Source: an optimization exercise on an open RTL-to-GDS flow (aim: small area, a short achievable clock period and few clock cycles per item). Production flows keep margins and buffers that such runs may drop.
Function was checked by simulation only, so behaviour that the tests miss may differ from the original.

==> design/flow/config.mk <==
export PLATFORM = sky130hd
export DESIGN_NAME = c9767_core
export DESIGN_NICKNAME = c9767_core
export VERILOG_FILES = /design/flow/design.v
export SDC_FILE = /design/flow/constraint.sdc
export NUM_CORES = 4
export LEC_CHECK = 0
export ABC_CLOCK_PERIOD_IN_PS = 2500
export CAP_MARGIN = 20
export CORE_MARGIN = 2
export CORE_UTILIZATION = 40
export MIN_ROUTING_LAYER = met2
export PLACE_DENSITY = 0.55
export SETUP_SLACK_MARGIN = 5
export SLEW_MARGIN = 20
==> design/flow/constraint.sdc <==
create_clock -name core_clock -period 12.0 [get_ports {clk}]
set_input_delay 2.4000 -clock core_clock [delete_from_list [all_inputs] [get_ports {clk}]]
set_output_delay 2.4000 -clock core_clock [all_outputs]
set_load 0.01 [all_outputs]
==> design/flow/design.v <==
module c9767_core (
    input  wire        clk,
    input  wire        rst,
    input  wire        req_valid,
    input  wire [2:0]  req_op,
    input  wire [4:0]  req_addr,
    input  wire [31:0] req_wdata,
    output wire        req_ready,
    output reg         rsp_valid,
    output reg  [31:0] rsp_data
);
    localparam integer W   = 7;                   
    localparam integer NMM = (255 + W - 1) / W;    
    localparam integer PAD = NMM * W - 255;        
    localparam integer NB  = 253;                  
    localparam integer NA  = NB + PAD;
    localparam integer NM  = NB + 1;               
    localparam [8:0] NPRIME = (W == 3) ? 9'd7 : (W == 4) ? 9'd15 : (W == 5) ? 9'd15 :
                              (W == 6) ? 9'd47 : (W == 7) ? 9'd111 : 9'd111;
    localparam [2:0] H_WRBUF = 3'd1, H_RDBUF = 3'd2, H_WRCTL = 3'd3, H_RDCTL = 3'd4,
                     H_RDSTATUS = 3'd5, H_CMD = 3'd6;
    localparam [3:0] OP_ADD = 4'h1, OP_SUB = 4'h2, OP_NORM = 4'h3, OP_DEC = 4'h4,
                     OP_MMUL = 4'h5, OP_DECS = 4'h6, OP_ENC = 4'h7, OP_ISZERO = 4'h8,
                     OP_EQ = 4'h9, OP_CCOPY = 4'hA, OP_MOV = 4'hB;
    localparam [NB-1:0] C_N  = 253'h0e204b002e7bdf539f8b2e0ed634742d33527e75417be49bfb31f1a665275e71;
    localparam [NB-1:0] C_R2 = 253'h066ee8a656c80d862d62e183c48d2446186cc1e845efd2c780a58701c2d4b9a3;
    localparam [NB-1:0] C_D  = 253'h0504382f5d051c9e7271b3f43ed78b20703bd9f909916e046550da02831580a7;
    localparam [255:0]  N256 = {3'd0, C_N};
    localparam [255:0]  NNEG = ~N256 + 256'd1;
    localparam [3:0] P_IDLE = 4'd0,  P_LDA = 4'd1,  P_LDB = 4'd2,  P_LDDEC = 4'd3,
                     P_NSUB = 4'd4,  P_WRSEL = 4'd5, P_WRA = 4'd6,
                     P_AS1 = 4'd8,   P_AS2 = 4'd9,  P_AS3 = 4'd10, P_EQZ = 4'd11,
                     P_ISZ = 4'd12,  P_MMA = 4'd13, P_MM = 4'd14,  P_MMF = 4'd15;
    reg [NB-1:0] sreg [0:7];
    reg [255:0]  buf_q;        
    reg [31:0]   ctl;
    reg          st_z, st_can, st_valid, st_ill;
    reg          ready_q;
    reg [3:0]    ph;
    reg [3:0]    c_op;
    reg [2:0]    c_rd;
    reg [3:0]    c_rb;
    reg [5:0]    c_len;
    reg [3:0]    rsel;         
    reg [6:0]    cnt;
    reg [NA-1:0] A;
    reg [NB-1:0] B;
    reg [NM-1:0] BN, C;
    reg [255:0]  S;
    assign req_ready = ready_q;
    wire accept = req_valid && ready_q;
    function legal_word(input [15:0] w);
        begin
            case (w[15:12])
                OP_ADD, OP_SUB, OP_MMUL:
                    legal_word = (w[11:8] <= 4'd7) && (w[7:4] <= 4'd12) && (w[3:0] <= 4'd12);
                OP_NORM, OP_CCOPY, OP_MOV:
                    legal_word = (w[11:8] <= 4'd7) && (w[7:4] <= 4'd12) && (w[3:0] == 4'd0);
                OP_DEC, OP_DECS:
                    legal_word = (w[11:8] <= 4'd7) && (w[7:6] == 2'd0) && (w[5:0] <= 6'd32);
                OP_ENC, OP_ISZERO:
                    legal_word = (w[11:8] == 4'd0) && (w[7:4] <= 4'd12) && (w[3:0] == 4'd0);
                OP_EQ:
                    legal_word = (w[11:8] == 4'd0) && (w[7:4] <= 4'd12) && (w[3:0] <= 4'd12);
                default:
                    legal_word = 1'b0;
            endcase
        end
    endfunction
    reg [NB-1:0] rdv;
    always @(*) begin
        case (rsel)
            4'd8:    rdv = {NB{1'b0}};
            4'd9:    rdv = {{(NB-1){1'b0}}, 1'b1};
            4'd10:   rdv = C_R2;
            4'd11:   rdv = C_D;
            4'd12:   rdv = C_N;
            default: rdv = sreg[rsel[2:0]];
        endcase
    end
    wire [NA-1:0] rdv_ext = rdv;
    reg [NB-1:0] decv;
    integer di;
    always @(*) begin
        decv = {NB{1'b0}};
        for (di = 0; di < 32; di = di + 1)
            if (di < c_len) decv[8*di +: 8] = buf_q[8*di +: 8];
        decv[NB-1:252] = 1'b0;
    end
    reg          x_s, x_b, y_b, y_bn, y_c, y_n, y_nn, y_red, c_one;
    reg          is_sub;       
    wire         add_red = (S[255:252] != 4'd0);    
    wire         sub_red = S[255];                   
    wire         red_n  = y_red & is_sub & sub_red;
    wire         red_nn = y_red & ~is_sub & add_red;
    wire [255:0] ax = (x_s ? S : 256'd0) | (x_b ? {3'd0, B} : 256'd0)
                    | ((x_s | x_b) ? 256'd0 : {3'd0, A[NB-1:0]});
    wire [255:0] ay = (y_b ? {3'd0, B} : 256'd0) | (y_bn ? ~{3'd0, B} : 256'd0)
                    | (y_c ? {2'd0, C} : 256'd0)
                    | (N256 & {256{y_n | red_n}}) | (~N256 & {256{y_nn | red_nn}});
    wire         acin = c_one | (y_c & CI) | red_nn;
    wire [256:0] asum2 = {ax, acin} + {ay, acin};
    wire [255:0] asum  = asum2[256:1];
    reg  [W-1:0]   QR;
    reg            CI;         
    reg  [2*W-1:0] P2;         
    localparam [2*W-1:0] N_LO = C_N[2*W-1:0];
    reg  [2*W-1:0] qn_lo;
    integer k1;
    always @(*) begin
        qn_lo = {(2*W){1'b0}};
        for (k1 = 0; k1 < (1 << W); k1 = k1 + 1)
            if (QR == k1) qn_lo = k1 * N_LO;
    end
    wire [2*W-1:0] qx = S[2*W-1:0] + C[2*W-1:0] + P2 + qn_lo + {{(2*W-1){1'b0}}, CI};
    wire [W-1:0]   qy = qx[2*W-1:W];
    reg  [W-1:0]   qn;
    integer k2;
    always @(*) begin
        qn = {W{1'b0}};
        for (k2 = 0; k2 < (1 << W); k2 = k2 + 1)
            if (qy == k2) qn = k2 * NPRIME[W-1:0];
    end
    wire [2*W-1:0] p2_n = A[3*W-1:W] * B[2*W-1:0];
    wire [NA-1:0]  a_pd = A << PAD;
    wire [W-1:0]   q0 = a_pd[W-1:0] * B[W-1:0] * NPRIME[W-1:0];
    wire [2*W-1:0] p2_0 = a_pd[2*W-1:0] * B[2*W-1:0];
    localparam integer NW = NM + W;
    wire [NW-1:0] mrow [0:W-1];
    genvar gj;
    generate
        for (gj = 0; gj < W; gj = gj + 1) begin : g_row
            wire          a = A[gj];
            wire          q = QR[gj];
            wire [NM-1:0] m = a ? (q ? BN : {1'b0, B}) : (q ? {1'b0, C_N} : {NM{1'b0}});
            assign mrow[gj] = {{W{1'b0}}, m} << gj;
        end
    endgenerate
    function [2*NW-1:0] csa(input [NW-1:0] x, input [NW-1:0] y, input [NW-1:0] z, input ci);
        reg [NW-1:0] cs, cc;
        begin
            cs = x ^ y ^ z;
            cc = (x & y) | (x & z) | (y & z);
            csa = {cc[NW-2:0], ci, cs};
        end
    endfunction
    wire [NW-1:0] t_s, t_c;
    wire [NW-1:0] r_s = {{W{1'b0}}, S[NM-1:0]};
    wire [NW-1:0] r_c = {{W{1'b0}}, C};
    generate
        if (W == 5) begin : g_tree5
            wire [2*NW-1:0] a1 = csa(r_s, r_c, mrow[0], CI);
            wire [2*NW-1:0] a2 = csa(mrow[1], mrow[2], mrow[3], 1'b0);
            wire [2*NW-1:0] b1 = csa(a1[NW-1:0], a1[2*NW-1:NW], a2[NW-1:0], 1'b0);
            wire [2*NW-1:0] c1 = csa(b1[NW-1:0], b1[2*NW-1:NW], a2[2*NW-1:NW], 1'b0);
            wire [2*NW-1:0] d1 = csa(c1[NW-1:0], c1[2*NW-1:NW], mrow[4], 1'b0);
            assign t_s = d1[NW-1:0];
            assign t_c = d1[2*NW-1:NW];
        end else if (W == 6) begin : g_tree6
            wire [2*NW-1:0] a1 = csa(r_s, r_c, mrow[0], CI);
            wire [2*NW-1:0] a2 = csa(mrow[1], mrow[2], mrow[3], 1'b0);
            wire [2*NW-1:0] b1 = csa(a1[NW-1:0], a1[2*NW-1:NW], a2[NW-1:0], 1'b0);
            wire [2*NW-1:0] b2 = csa(a2[2*NW-1:NW], mrow[4], mrow[5], 1'b0);
            wire [2*NW-1:0] c1 = csa(b1[NW-1:0], b1[2*NW-1:NW], b2[NW-1:0], 1'b0);
            wire [2*NW-1:0] d1 = csa(c1[NW-1:0], c1[2*NW-1:NW], b2[2*NW-1:NW], 1'b0);
            assign t_s = d1[NW-1:0];
            assign t_c = d1[2*NW-1:NW];
        end else if (W == 7) begin : g_tree7
            wire [2*NW-1:0] a1 = csa(r_s, r_c, mrow[0], CI);
            wire [2*NW-1:0] a2 = csa(mrow[1], mrow[2], mrow[3], 1'b0);
            wire [2*NW-1:0] a3 = csa(mrow[4], mrow[5], mrow[6], 1'b0);
            wire [2*NW-1:0] b1 = csa(a1[NW-1:0], a1[2*NW-1:NW], a2[NW-1:0], 1'b0);
            wire [2*NW-1:0] b2 = csa(a2[2*NW-1:NW], a3[NW-1:0], a3[2*NW-1:NW], 1'b0);
            wire [2*NW-1:0] c1 = csa(b1[NW-1:0], b1[2*NW-1:NW], b2[NW-1:0], 1'b0);
            wire [2*NW-1:0] d1 = csa(c1[NW-1:0], c1[2*NW-1:NW], b2[2*NW-1:NW], 1'b0);
            assign t_s = d1[NW-1:0];
            assign t_c = d1[2*NW-1:NW];
        end else begin : g_treeg
            wire [NW-1:0] rs [0:W];
            wire [NW-1:0] rc [0:W];
            assign rs[0] = r_s;
            assign rc[0] = r_c;
            genvar gk;
            for (gk = 0; gk < W; gk = gk + 1) begin : g_fold
                wire [2*NW-1:0] l = csa(rs[gk], rc[gk], mrow[gk], (gk == 0) ? CI : 1'b0);
                assign rs[gk+1] = l[NW-1:0];
                assign rc[gk+1] = l[2*NW-1:NW];
            end
            assign t_s = rs[W];
            assign t_c = rc[W];
        end
    endgenerate
    wire [NM-1:0] ms_n = t_s[NW-1:W];
    wire [NM-1:0] mc_n = t_c[NW-1:W];
    wire          ci_n = |(t_s[W-1:0] | t_c[W-1:0]);
    reg  [15:0]  oh;           
    reg          w_a, w_sel;   
    wire         we = (oh[P_WRA] & ((c_op != OP_CCOPY) | ctl[0])) | (oh[P_WRSEL] & (c_op != OP_ENC))
                    | oh[P_AS3] | oh[P_MMF];
    wire [NB-1:0] wd = w_a ? A[NB-1:0] : w_sel ? (S[255] ? A[NB-1:0] : S[NB-1:0]) : asum[NB-1:0];
    integer ri;
    always @(posedge clk) begin
        for (ri = 0; ri < 8; ri = ri + 1)
            if (we && c_rd == ri[2:0]) sreg[ri] <= wd;
    end
    wire acc_cmd = accept && (req_op == H_CMD);
    wire acc_ok  = acc_cmd && legal_word(req_wdata[15:0]);
    reg [3:0] ph_n;
    reg       rdy_n;
    always @(*) begin
        ph_n  = ph;
        rdy_n = ready_q;
        case (ph)
        P_LDA: begin
            case (c_op)
            OP_ADD, OP_SUB, OP_EQ, OP_MMUL: ph_n = P_LDB;
            OP_NORM, OP_ENC:         ph_n = P_NSUB;
            OP_ISZERO:               ph_n = P_ISZ;
            default:                 begin ph_n = P_WRA; rdy_n = 1'b1; end  
            endcase
        end
        P_LDDEC: begin
            if (c_op == OP_DEC) begin ph_n = P_WRA; rdy_n = 1'b1; end
            else ph_n = P_NSUB;
        end
        P_LDB:   ph_n = (c_op == OP_MMUL) ? P_MMA : P_AS1;
        P_NSUB: begin
            ph_n = P_WRSEL;
            if (c_op != OP_ENC) rdy_n = 1'b1;
        end
        P_WRSEL: begin
            if (c_op == OP_ENC) begin
                rdy_n = 1'b1;
                ph_n  = P_IDLE;
            end
        end
        P_AS1:   ph_n = (c_op == OP_EQ) ? P_EQZ : P_AS2;
        P_AS2: begin
            ph_n  = P_AS3;
            rdy_n = 1'b1;
        end
        P_EQZ, P_ISZ: begin
            rdy_n = 1'b1;
            ph_n  = P_IDLE;
        end
        P_MMA:   ph_n = P_MM;
        P_MM: begin
            if (cnt == NMM - 1) begin
                ph_n  = P_MMF;
                rdy_n = 1'b1;
            end
        end
        default: ;
        endcase
        if (ph == P_WRA || ph == P_AS3 || ph == P_MMF || (ph == P_WRSEL && c_op != OP_ENC))
            ph_n = P_IDLE;
        if (acc_ok) begin
            rdy_n = 1'b0;
            ph_n  = (req_wdata[15:12] == OP_DEC || req_wdata[15:12] == OP_DECS) ? P_LDDEC : P_LDA;
        end
    end
    always @(posedge clk) begin
        if (rst) begin
            ph        <= P_IDLE;
            oh        <= 16'd1 << P_IDLE;
            ready_q   <= 1'b1;
            ctl       <= 32'd0;
            st_z      <= 1'b0;
            st_can    <= 1'b0;
            st_valid  <= 1'b0;
            st_ill    <= 1'b0;
            rsp_valid <= 1'b0;
        end else begin
            ph      <= ph_n;
            oh      <= 16'd1 << ph_n;
            ready_q <= rdy_n;
            rsp_valid <= accept && (req_op == H_RDBUF || req_op == H_RDCTL || req_op == H_RDSTATUS);
            if (accept && req_op == H_WRCTL) ctl <= req_wdata;
            if (acc_cmd && !legal_word(req_wdata[15:0])) st_ill <= 1'b1;
            if (oh[P_NSUB] && c_op == OP_NORM) st_can <= asum[255];
            if (oh[P_NSUB] && c_op == OP_DECS)
                st_valid <= (c_len <= 6'd31) | ((buf_q[255:252] == 4'd0) & asum[255]);
            if (oh[P_EQZ]) st_z <= (S == 256'd0) | (S == N256) | (S == NNEG);
            if (oh[P_ISZ]) st_z <= (A[NB-1:0] == {NB{1'b0}}) | (A[NB-1:0] == C_N);
        end
    end
    always @(posedge clk) begin
        x_s   <= (ph_n == P_AS2) | (ph_n == P_AS3) | (ph_n == P_MMF);
        x_b   <= (ph_n == P_MMA);
        y_b   <= (ph_n == P_AS1) & ~is_sub;
        y_bn  <= (ph_n == P_AS1) & is_sub;
        y_c   <= (ph_n == P_MMF);
        y_n   <= (ph_n == P_MMA);
        y_nn  <= (ph_n == P_NSUB);
        y_red <= (ph_n == P_AS2) | (ph_n == P_AS3);
        c_one <= (ph_n == P_NSUB) | ((ph_n == P_AS1) & is_sub);
        w_a   <= (ph_n == P_WRA);
        w_sel <= (ph_n == P_WRSEL);
    end
    always @(posedge clk) begin
        S   <= oh[P_MM] ? {2'd0, ms_n} : oh[P_MMA] ? 256'd0 : asum;
        C   <= oh[P_MMA] ? {NM{1'b0}} : mc_n;
        CI  <= oh[P_MMA] ? 1'b0 : ci_n;
        QR  <= oh[P_MMA] ? q0 : qn;
        P2  <= oh[P_MMA] ? p2_0 : p2_n;
        cnt <= oh[P_MMA] ? 7'd0 : cnt + 7'd1;
        if (oh[P_LDA]) begin
            A    <= rdv;
            rsel <= c_rb;
        end
        if (oh[P_LDDEC]) A <= decv;
        if (oh[P_LDB]) B <= rdv;
        if (oh[P_WRSEL] && c_op == OP_ENC) buf_q <= {3'd0, S[255] ? A[NB-1:0] : S[NB-1:0]};
        if (oh[P_MMA]) begin
            A   <= a_pd;
            BN  <= asum[NM-1:0];
        end
        if (oh[P_MM]) A <= A >> W;
        case (req_op)
        H_RDBUF: rsp_data <= {24'd0, buf_q[8*req_addr +: 8]};
        H_RDCTL: rsp_data <= ctl;
        default: rsp_data <= {24'd0, st_ill, 4'd0, st_valid, st_can, st_z};
        endcase
        if (accept && req_op == H_WRBUF) buf_q[8*req_addr +: 8] <= req_wdata[7:0];
        if (acc_cmd) begin
            is_sub <= (req_wdata[15:12] == OP_SUB) || (req_wdata[15:12] == OP_EQ);
            c_op  <= req_wdata[15:12];
            c_rd  <= req_wdata[10:8];
            c_rb  <= req_wdata[3:0];
            c_len <= req_wdata[5:0];
            rsel  <= req_wdata[7:4];
        end
    end
endmodule
==> design/flow/run.sh <==
#!/bin/bash
# synth_recipe.tcl (not shown) runs the flow's synth.tcl, then flattens the netlist and writes it again
# the make line also repeats each setting of config.mk as NAME=value (left out here)
make -C /OpenROAD-flow-scripts/flow DESIGN_CONFIG=/design/flow/config.mk WORK_HOME=/design/flow/orfs CLKGATE_MAP_FILE= SYNTH_SCRIPT=/design/flow/synth_recipe.tcl finish
==> metrics.csv, run 1 <==
metric,value,unit
clock_sinks,3697,
async_flop_share,0,%
synth-edff-count,2799,
netlist-cell-type-count,120,
start_util,40.2,%
row_count,291,
grt_pass1_vias,354000,
syn_inst,24900,
status,did not finish,
ys_seq_area_share,40.4,%
synth-seq-cells,3697,
grt_max_degree,180,
gp_congestion,1.27,
fp.dieW,799,um
grt_pass1_wl,2510000,um
grt_overflow,4238,
grt_usage,83.1,%
placement.io_buffers,76,
pin_count,77,
post_dp_cell_area,0.266,mm2
synth_ff_type,edfxtp_1,
toolErrorMsg,[ERROR GRT-0116] Global routing finished with congestion. Check the congestion regions in the DRC Viewer.,
syn_nets,27200,
clock_path_buffers,4,
ys_warn_count,5,
syn_avg_cell_area,10.1,um2
die_y,799,um
lastStage,global routing (5_1_grt),
cts_max_level,5,
cts_buffers,433,
syn_area,0.253,mm2
dp_hpwl,1140000,um
clockRootBuffer,clkbuf_16,
==> worst max path at each step <==
stage,startpoint,endpoint,slack [ns],cells past startpoint
CTS,S[252],sreg[0][122],4.99,26
global placement,S[255],sreg[3][225],2.52,24
detailed placement,S[255],sreg[3][225],2.54,24
floorplan,c_op[2],sreg[0][0],4.20,5
==> timing repair <==
action                     4_1_cts
gates cloned                    10
pin swaps                       56
resized for setup              381
setup endpoints to repair     1928
buffers inserted               105
hold buffers                     0
==> metrics by stage <==
stage          std cells  setup WS, ns
4_1_cts            33200          4.99
3_3_place_gp       32300          2.52
2_1_floorplan      24900          4.20
3_5_place_dp       32300          2.54
==> kinds of logic after synthesis <==
logic type / Yosys count / synth area share [%]
compound gates: 6794 / 16.5
simple gates: 5543 / 10.2
buf+inv: 4432 / 6.61
flops: 3697 / 40.4
fa+ha+maj: 2228 / 16.6
mux: 1870 / 8.47
xor+xnor: 342 / 1.20
==> metal layers <==
layer,global-route usage (%),overflow
met3,94.5,3198
met2,85.0,249
met4,60.6,259
met1,-,-
met5,81.3,532
==> cell usage after synthesis, types with 519 or more instances <==
master | n | area [um2]
mux2_2 | 519 | 5840
nor2_1 | 788 | 2960
a21oi_1 | 2625 | 13100
nand2_1 | 2583 | 9700
mux2i_1 | 1189 | 11900
clkbuf_1 | 1807 | 6780
nor2b_1 | 844 | 5280
inv_1 | 2358 | 8850
o21ai_0 | 1550 | 7760
edfxtp_1 | 2799 | 84100
fa_1 | 1872 | 37500
dfxtp_1 | 898 | 18000
Testbench counts, summed over its fixed seeds: cycles 90,291, items 192.
==> inputs of run 2 (changes only) <==
--- a/design/flow/config.mk
+++ b/design/flow/config.mk
@@ -7,9 +7,10 @@
 export LEC_CHECK = 0
 export ABC_CLOCK_PERIOD_IN_PS = 2500
 export CAP_MARGIN = 20
+export CELL_PAD_IN_SITES_DETAIL_PLACEMENT = 2
+export CELL_PAD_IN_SITES_GLOBAL_PLACEMENT = 2
 export CORE_MARGIN = 2
-export CORE_UTILIZATION = 40
-export MIN_ROUTING_LAYER = met2
-export PLACE_DENSITY = 0.55
+export CORE_UTILIZATION = 30
+export PLACE_DENSITY = 0.5
 export SETUP_SLACK_MARGIN = 5
 export SLEW_MARGIN = 20
==> metrics.csv, run 2 <==
metric,value,unit,change
drcViolationCount,0,,
dp.cells,35000,,+8.6%
final_util,34.7,%,
status,"complete, no violations",,
regToRegEndpoint,sreg[2][228],,
cts_tree,built,,
fin_area,0.291,mm2,
r2r_start,S[254],,
cts_buffers,464,,+7.2%
largest_register_ffs,2024,,
wirelength,1560000,um,
clock_path_buffers,4,,unchanged
final_cell_mix,"edfxtp_1 (2799), a21oi_1 (2555), nand2_1 (2553)",,
clockRootBuffer,clkbuf_16,,
synth_top_cell_by_area,edfxtp_1,,
worst_pin_slew,1.34,ns,
largestRegisters,"sreg: 2024 flops, A: 257 flops",,
die_y,922,um,+15%
fin_nets,26900,,
synth-edff-count,2799,,unchanged
cp_slowest_stage_delay,0.74,ns,
coreArea,0.841,mm2,
grt_pass1_vias,225000,,
hold_start,ctl[30],,
final_common_cell,edfxtp_1,,
path_max_fanout,8,,
synth_common_cells,"edfxtp_1 (2799), a21oi_1 (2625), nand2_1 (2583), inv_1 (2358), fa_1 (1872)",,
drv_slew,0,,
multiInputGateArea,0.139,mm2,
largest_register,sreg,,
synth-seq-cells,3697,,unchanged
crit_top_cell,buf_12,,
fp.dieW,922,um,+15%
grt_pass1_wl,2080000,um,
async_flop_share,0,%,unchanged
wl_per_cell,42.8,um,
synth.most_common_cell,edfxtp_1,,
num_vias,219000,,
clock_latency,1.18,ns,
fin_crit_sh,60.1,%,
fp.dieArea,0.850,mm2,
tns,0,ns,
path_class,reg2reg,,
syn_avg_cell_area,10.1,um2,unchanged
synth_top_area_share,33.3,%,unchanged
max_slew_margin,9.60,%,
hold_depth,2,,
dp_hpwl,1150000,um,+0.92%
r2r_cells,30,,
cts_max_level,5,,unchanged
row_count,337,,+16%
syn_area,0.253,mm2,unchanged
grt_max_degree,110,,
start_util,30.1,%,-10 points
first_iter_violations,25000,,
ant_nets,0,,
placement.io_buffers,76,,unchanged
grt_usage,35.5,%,
fillers,90000,,
fin_cells,36400,,
drive_gt1_share,13.8,%,
maxCapViolations,0,,
syn_nets,27200,,unchanged
critical_path_required,12.87,ns,
endpoint_kind,flip-flop,,
crit_path_top_delay_cell,nor4_4,,
seq_area,0.102,mm2,
ys_warn_count,5,,unchanged
skew,0.114,ns,
setup_viol,0,,
path_clk_slew,0.06,ns,
grt_overflow,0,,
syn_inst,24900,,unchanged
pin_count,77,,unchanged
ys_seq_area_share,40.4,%,unchanged
antenna_found_initial,234,,
hold_path.class,reg2reg,,
worstPathArrival,8.09,ns,
startpoint_type,flip-flop,,
gp_congestion,0.941,,-26%
netlist-cell-type-count,120,,unchanged
min_period,7.21,ns,
post_dp_cell_area,0.268,mm2,+1.0%
synthToLayoutAreaGrowth,15.3,%,
viasPerCell,6.01,,
rsz0062_at_grt,yes,,
synth_ff_type,edfxtp_1,,
hold_end,ctl[30],,
hold_violations,0,,
clock.fmax,0.139,GHz,
cts_hold_buf,0,,unchanged
r2r_setup_slack,4.79,ns,
drtPass1Iterations,6,,
ys_top_cells_by_area,"edfxtp_1 (33%), fa_1 (15%), dfxtp_1 (7.1%)",,
clock_sinks,3697,,unchanged
## run 2: cell counts after synthesis
No cell type changed its count.
## run 2: timing repair
action	4_1_cts	5_1_grt
setup buffers	143	120
pin swaps	136	111
cloned	5	3
setup endpoints to repair	2197	1181
gates resized for setup	562	315
## run 2: how the worst max path moves through the flow
stage | start | to | slack [ns] | depth (start not counted)
detailed placement | S[255] | sreg[0][210] | 1.85 | 21
global route | S[254] | sreg[0][228] | 4.78 | 30
floorplan | c_op[2] | sreg[0][0] | 4.20 | 5
CTS | S[252] | sreg[5][245] | 4.91 | 30
finish | S[254] | sreg[2][228] | 4.79 | 30
global placement | S[255] | sreg[0][210] | 1.39 | 21
## run 2: area by class of cell
cell class,count,area share (%)
Clock buffer,595,4.33
Sequential cell,3697,35.0
Timing Repair inverter,1,0.00387
Timing Repair Buffer,1286,3.92
Antenna cell,167,0.143
Multi-Input combinational cell,16800,47.6
Tap cell,11200,4.80
Clock inverter,282,1.07
Inverter,2365,3.08
## run 2: per-stage QoR
stage	hold slack, ns	setup WS [ns]
global route	0.474	4.78
detailed placement	0.444	1.85
global placement	0.436	1.39
CTS	0.453	4.91
floorplan	0.430	4.20
finish	0.453	4.79
## run 2: metal layers
metal | vias up | part of all wire, % | track usage, %
met3 | 1912 | 7.3 | 5.94
met4 | 38 | 4.4 | 14.2
met1 | 120000 | 44 | 49.5
met5 | - | 0.019 | 0
li1 | 87500 | - | -
met2 | 9493 | 45 | 55.0
## run 2: cell families (layout without fill, tap and decap cells)
kind of cell               count (synthesis)  in the layout  synth area share [%]
xor gates and xnor gates                 342            342                  1.20
other                                      0            167                     0
buffers and inverters                   4432           4529                  6.61
AOI/OAI and AO/OA                       6794           6794                  16.5
and+or+nand+nor                         5543           5544                  10.2
DFF                                     3697           3697                  40.4
adders and majority gates               2228           2228                  16.6
muxes                                   1870           1870                  8.47
## run 2: worst max-delay path: cells and delay by family, from the launching register on
family / cells / cell delay [ns]
AO/OA/AOI/OAI: 9 / 1.83
buffers and inverters: 10 / 1.74
adder cells (fa/ha/maj): 1 / 0.30
AND/OR/NAND/NOR: 9 / 2.39
XOR/XNOR: 1 / 0.17
flip-flops: 1 / 0.37

## static timing again, ports no longer ideal
The results above use ideal ports. As a check the final layout listed here was re-extracted and re-timed, cells and wires unchanged.
Step 1 assumes that a clkbuf_16 drives the clock port and a buf_2 every other input.
Step 2, shift: input delay + t, output delay - t, t = (earliest + latest rising clock arrival at the registers) / 2. This alone moves slack from input paths to output paths.
a / b / c = ideal ports / drivers / drivers and shift; a / b = the first two.
run: run 2
shift t [ns]: 1.278
setup slack, ns: 4.785 / 4.785 / 4.692
worst hold slack (ns): 0.453 / 0.453 / 0.453
pins driven straight from the clock port: 1
After both steps run 2 still meets setup and hold. For run 2, drivers alone change the setup slack by 0.000 ns; drivers and shift together by -0.093 ns.
